Background: an optimization exercise with open tools, aiming at small area, a short achievable clock period and few clock cycles. Do not read the settings as production practice. Where RTL was checked, it was by simulation tests only, not by an equivalence proof against the original. Power is estimated from default activity; no workload was simulated.

## lz4i_pixser
module lz4i_pixser (
    input  wire        clk,
    input  wire        rst,           
    input  wire        cmd_valid,
    output wire        cmd_ready,
    input  wire [7:0]  cmd_word,      
    input  wire [31:0] cmd_width,     
    input  wire [31:0] cmd_height,    
    input  wire [7:0]  cmd_bpp,
    input  wire [7:0]  cmd_planes,
    input  wire        in_valid,
    output wire        in_ready,
    input  wire [7:0]  in_data,
    output wire        out_valid,
    input  wire        out_ready,
    output wire [7:0]  out_data,
    output wire        done,
    output wire [7:0]  done_err,
    output wire [31:0] done_stride,
    output wire [63:0] done_psize
);
clock: 11.0 ns
lec_check: 0
cap_margin: 20
core_margin: 2
core_utilization: 40
cts_cluster_diameter: 150
cts_cluster_size: 22
place_density: 0.6
slew_margin: 20
standard.sh (not shown) runs the stock make flow with config.mk's settings and CLKGATE_MAP_FILE= SYNTH_SCRIPT=/design/flow/synth_recipe.tcl, a recipe that flattens the netlist after the stock synthesis.
==> flow/flow/run.sh <==
#!/bin/bash
set -euo pipefail
export BUFFER_PORTS_ARGS="-buffer_cell sky130_fd_sc_hd__buf_2"
bash standard.sh > standard.log 2>&1
The first run completed with no timing, DRC or antenna violations.
==> next run, changes <==
--- a/flow/design.v
+++ b/flow/design.v
@@ -64,23 +64,22 @@
     reg        sstep, sstep2;    
     reg        mlo, mtail;       
     reg [5:0]  mcnt;
     reg        mbs0, nmbs1, mh2, nmh3;
     reg        mc;
     reg        mprev, mcy;
     reg [7:0]  fa, fb;       
     reg        av;
     reg        in_rdy;       
     reg        bv;           
-    reg [7:0]  od0;          
-    reg        ov0;
-    wire       ofree = ~ov0 | out_ready;    
+    reg [7:0]  od0, od1;     
+    reg        ov0, ov1;
     wire        ta = ca[3], tb = cb[3];
     wire [3:0]  esum = {1'b0, ca[2:0]} + {1'b0, cb[2:0]};
     wire        both = ca[4] & cb[4];
     wire        p2   = both & ~ta & ~tb & (esum <= 4'd4);
     wire        n1   = p2 & (esum == 4'd0);
     wire        n2   = p2 & (esum == 4'd1);
     wire        n4   = p2 & (esum == 4'd2);
     wire        n16  = p2 & (esum == 4'd4);
     wire        n24  = both & (ta ^ tb) & (esum == 4'd3);
     wire        dok  = p2 | n24;
@@ -118,21 +117,21 @@
     wire [7:0] r8 = {r5, f5(r5)};
     wire [7:0] b8 = {b6, f6(b6)};
     wire [7:0] g8 = {g5, f5(g5)};
     wire c0 = (c == 2'd0);
     wire c2 = (c == 2'd2);
     reg       go, pb, pop1, pop2, push;
     reg [7:0] cdata;
     always @(*) begin
         go = 1'b0; pb = 1'b0; pop1 = 1'b0; pop2 = 1'b0; push = 1'b0;
         cdata = fa;
-        if (s_run && !((sstep | sstep2) && lc) && ofree) begin
+        if (s_run && !((sstep | sstep2) && lc) && !ov1) begin
             if (rd16) begin
                 go    = c0 ? (av & bv) : 1'b1;
                 pb    = go & c2;
                 pop2  = go & c0;
                 push  = go;
                 cdata = c0 ? r8 : c2 ? g8 : b8;
             end else if (sub) begin
                 go = av;
                 pb = go;
                 if (pk) begin
@@ -153,28 +152,30 @@
             end
         end
     end
     wire [31:0] xdec = X - 32'd1;
     wire [31:0] ydec = Y - 32'd1;
     wire take  = in_valid & ~bv;
     wire av_n = pop2 ? take : (av & ~(pop1 & ~bv)) | take;
     wire bv_n = ~pop2 & ~pop1 & av & (bv | take);
     wire idle_n = (s_idle & ~cmd_valid) | (go_setup & ~(e_new == 4'd0 && op[1])) |
                   (pb & lc & lr);
+    wire opop  = ov0 & out_ready;
+    wire ofree = ~ov0 | (out_ready & ~ov1);
     wire [2:0]  rm   = rd1 ? 3'd7 : rd2 ? 3'd3 : rd4 ? 3'd1 : 3'd0;
     wire [15:0] mopl = {nmbs1 ? 8'd0 : S[15:8], mbs0 ? S[7:0] : 8'd0};
     wire [15:0] moph = {nmh3 ? 8'd0 : S[31:24], mh2 ? S[23:16] : 8'd0};
     wire        hb   = P[49] ^ (mh2 & S[16]) ^ mc;
     wire [16:0] tl   = {1'b0, hb, P[47:33]} + {1'b0, mopl};
     wire [17:0] th2  = {2'b00, P[63:49], 1'b1} + {1'b0, moph, mc};
     wire [16:0] th   = th2[17:1];           
-    wire        mbusy = sstep | sstep2 | mlo | mtail;
+    wire        mbusy = sstep | sstep2 | mlo;
     wire [5:0]  mlast = rd1 ? 6'd35 : rd2 ? 6'd34 : rd4 ? 6'd33 : rd16 ? 6'd31 : 6'd32;
     wire        h_i  = P[0] & ~mcnt[5];
     wire        h_n  = P[1] & ~(mcnt[5] | (mcnt == 6'd31));
     wire        cy_n = (h_i & mprev) | (h_i & mcy) | (mprev & mcy);
     wire        mb_n = rd24 ? (h_n ^ h_i ^ cy_n) : h_n;
     always @(posedge clk) begin
         if (s_idle) begin
             X  <= cmd_width;
             Y  <= cmd_height;
             c  <= (cmd_word[7:2] == 6'd0) ? cmd_word[1:0] : 2'd0;
@@ -272,42 +273,51 @@
                 slot <= slot0;
             end else begin
                 lc   <= (X[31:4] == 28'd0) && (X[3:0] == (fr ? 4'd2 : {1'b0, pad} + 4'd2));
                 slot <= slot_rot;
             end
         end
         if (~av | pop1 | pop2)
             fa <= (pop1 & bv) ? fb : in_data;
         if (~bv | pop1 | pop2)
             fb <= in_data;
-        if (push)
-            od0 <= cdata;
+        if (~ov0 | out_ready)
+            od0 <= ov1 ? od1 : cdata;
+        if (~ov1 | out_ready)
+            od1 <= cdata;
         if (rst) begin
             s_busy  <= 1'b0;
             cmd_rdy <= 1'b1;
             s_setup <= 1'b0;
             s_run   <= 1'b0;
             pend    <= 1'b0;
             done_r  <= 1'b0;
             sstep   <= 1'b0;
             sstep2  <= 1'b0;
             mlo     <= 1'b0;
             mtail   <= 1'b0;
             av      <= 1'b0;
             bv      <= 1'b0;
             in_rdy  <= 1'b1;
             ov0     <= 1'b0;
+            ov1     <= 1'b0;
         end else begin
             av     <= av_n;
             bv     <= bv_n;
             in_rdy <= ~bv_n;
-            ov0 <= push | (ov0 & ~out_ready);
+            if (opop) begin
+                ov0 <= ov1 | push;
+                ov1 <= ov1 & push;
+            end else begin
+                ov0 <= ov0 | push;
+                ov1 <= ov1 | (ov0 & push);
+            end
             s_busy  <= ~idle_n;
             cmd_rdy <= idle_n;
             if (s_idle & cmd_valid)
                 s_setup <= 1'b1;
             if (go_setup) begin
                 s_setup <= 1'b0;
                 pend    <= 1'b1;
                 if (e_new == 4'd0 && op[1]) s_run <= 1'b1;
             end
             if (pb & lc & lr)
Cell area climbs by a few percent. Sequential share of layout area shrinks by 0.15 points. Total power goes up by a few percent. Die area goes up by a few percent. Setup slack gains 0.53 ns. Wire length rises by a little under a tenth. Count of clock-buffer cells in the layout fell by 1. Critical path depth went up by 2. Synthesized cell count goes up by a few percent. Maximum frequency increases by about a fifth. Worst hold slack is about the same. Via count is higher by a few percent.
Testbench counts after the change, summed over its fixed seeds: cycles 106,485.
The RTL of the first run of this note was laid out without a check of its function.

Setup of try-zinc:
Another version of the RTL of lz4i_pixser (not shown whole).
Size in the first run: ~1500 cells after synthesis, roughly 260 flip-flops, roughly 220 I/O pins, about 15000 sq um of cells after synthesis.
export LEC_CHECK = 0
export CAP_MARGIN = 20
export CORE_MARGIN = 2
export CORE_UTILIZATION = 40
export PLACE_DENSITY = 0.6
export SLEW_MARGIN = 20
create_clock -name core_clock -period 11.0 [get_ports {clk}]
Scripts as last shown in full above: flow/flow/run.sh
Testbench counts of try-zinc, summed over its fixed seeds: cycles 106,632.
Inputs modified between try-zinc and try-violet:
diff --git a/flow/design.v b/flow/design.v
--- a/flow/design.v
+++ b/flow/design.v
@@ -68,14 +68,15 @@
     reg        mc;
     reg        mprev, mcy;
     reg [7:0]  fa, fb;       
     reg        av;
     reg        in_rdy;       
     reg        bv;           
-    reg [7:0]  od0, od1;     
-    reg        ov0, ov1;
+    reg [7:0]  od0;          
+    reg        ov0;
+    wire       ofree = ~ov0 | out_ready;    
     wire        ta = ca[3], tb = cb[3];
     wire [3:0]  esum = {1'b0, ca[2:0]} + {1'b0, cb[2:0]};
     wire        both = ca[4] & cb[4];
     wire        p2   = both & ~ta & ~tb & (esum <= 4'd4);
     wire        n1   = p2 & (esum == 4'd0);
     wire        n2   = p2 & (esum == 4'd1);
@@ -121,13 +122,13 @@
     wire c2 = (c == 2'd2);
     reg       go, pb, pop1, pop2, push;
     reg [7:0] cdata;
     always @(*) begin
         go = 1'b0; pb = 1'b0; pop1 = 1'b0; pop2 = 1'b0; push = 1'b0;
         cdata = fa;
-        if (s_run && !((sstep | sstep2) && lc) && !ov1) begin
+        if (s_run && !((sstep | sstep2) && lc) && ofree) begin
             if (rd16) begin
                 go    = c0 ? (av & bv) : 1'b1;
                 pb    = go & c2;
                 pop2  = go & c0;
                 push  = go;
                 cdata = c0 ? r8 : c2 ? g8 : b8;
@@ -156,14 +157,12 @@
     wire [31:0] ydec = Y - 32'd1;
     wire take  = in_valid & ~bv;
     wire av_n = pop2 ? take : (av & ~(pop1 & ~bv)) | take;
     wire bv_n = ~pop2 & ~pop1 & av & (bv | take);
     wire idle_n = (s_idle & ~cmd_valid) | (go_setup & ~(e_new == 4'd0 && op[1])) |
                   (pb & lc & lr);
-    wire opop  = ov0 & out_ready;
-    wire ofree = ~ov0 | (out_ready & ~ov1);
     wire [2:0]  rm   = rd1 ? 3'd7 : rd2 ? 3'd3 : rd4 ? 3'd1 : 3'd0;
     wire [15:0] mopl = {nmbs1 ? 8'd0 : S[15:8], mbs0 ? S[7:0] : 8'd0};
     wire [15:0] moph = {nmh3 ? 8'd0 : S[31:24], mh2 ? S[23:16] : 8'd0};
     wire        hb   = P[49] ^ (mh2 & S[16]) ^ mc;
     wire [16:0] tl   = {1'b0, hb, P[47:33]} + {1'b0, mopl};
     wire [17:0] th2  = {2'b00, P[63:49], 1'b1} + {1'b0, moph, mc};
@@ -277,16 +276,14 @@
             end
         end
         if (~av | pop1 | pop2)
             fa <= (pop1 & bv) ? fb : in_data;
         if (~bv | pop1 | pop2)
             fb <= in_data;
-        if (~ov0 | out_ready)
-            od0 <= ov1 ? od1 : cdata;
-        if (~ov1 | out_ready)
-            od1 <= cdata;
+        if (push)
+            od0 <= cdata;
         if (rst) begin
             s_busy  <= 1'b0;
             cmd_rdy <= 1'b1;
             s_setup <= 1'b0;
             s_run   <= 1'b0;
             pend    <= 1'b0;
@@ -296,24 +293,17 @@
             mlo     <= 1'b0;
             mtail   <= 1'b0;
             av      <= 1'b0;
             bv      <= 1'b0;
             in_rdy  <= 1'b1;
             ov0     <= 1'b0;
-            ov1     <= 1'b0;
         end else begin
             av     <= av_n;
             bv     <= bv_n;
             in_rdy <= ~bv_n;
-            if (opop) begin
-                ov0 <= ov1 | push;
-                ov1 <= ov1 & push;
-            end else begin
-                ov0 <= ov0 | push;
-                ov1 <= ov1 | (ov0 & push);
-            end
+            ov0 <= push | (ov0 & ~out_ready);
             s_busy  <= ~idle_n;
             cmd_rdy <= idle_n;
             if (s_idle & cmd_valid)
                 s_setup <= 1'b1;
             if (go_setup) begin
                 s_setup <= 1'b0;
Findings:
- Going from try-zinc to try-violet, final core utilization stayed essentially flat, number of logic stages on the critical path including buffering rose by 5, floorplan row count fell by 1, maximum number of pins on one net before global-route repair fell by 15, area after synthesis fell by 610 sq um.
- | floorplan die area | try-violet vs try-zinc | better |
- Global routing met1 resource utilization is higher on try-zinc
- try-violet vs. try-zinc: detailed placer's ending HPWL went down by 5.5%.
- try-violet ended up with primary input to flip-flop as its kind of critical path; try-zinc ended up with flip-flop to output port.
Only the layout flow was run in try-violet; the RTL was not checked for function there.

-- port drivers added, routing unchanged --
In the flow no input, the clock included, has a driving cell. The finished layouts below were timed again as built, in two steps. Step 1 (the two cells are an assumption about what drives the block):
set clk [get_ports {clk}]
set_driving_cell -lib_cell sky130_fd_sc_hd__clkbuf_16 $clk
set_driving_cell -lib_cell sky130_fd_sc_hd__buf_2 [delete_from_list [all_inputs] $clk]
Step 2 adds t to the input delays and takes it off the output delays; t is the mean of the earliest and latest rising clock arrival at the registers after step 1. Input paths then give back, and output paths get back, about the clock's delay inside the block. Three values: ideal ports, drivers, drivers and shift; two values: the first two.
| run | t (ns) | slack for setup (ns) | worst slew at a driven data input, ns |
|---|---|---|---|
| the first run of note 1 | 0.556 | 7.067 / 7.090 / 6.534 | 0.05 |
| the second run of note 1 | 0.546 | 7.597 / 7.586 / 7.579 | 0.07 |
| try-zinc | 0.620 | 7.540 / 7.492 / 7.360 | 0.06 |
| try-violet | 0.613 | 7.119 / 7.140 / 6.528 | 0.05 |
After both steps every run listed still meets setup and hold. For try-violet, which loses most, drivers alone change the setup slack by +0.021 ns; drivers and shift together by -0.591 ns.
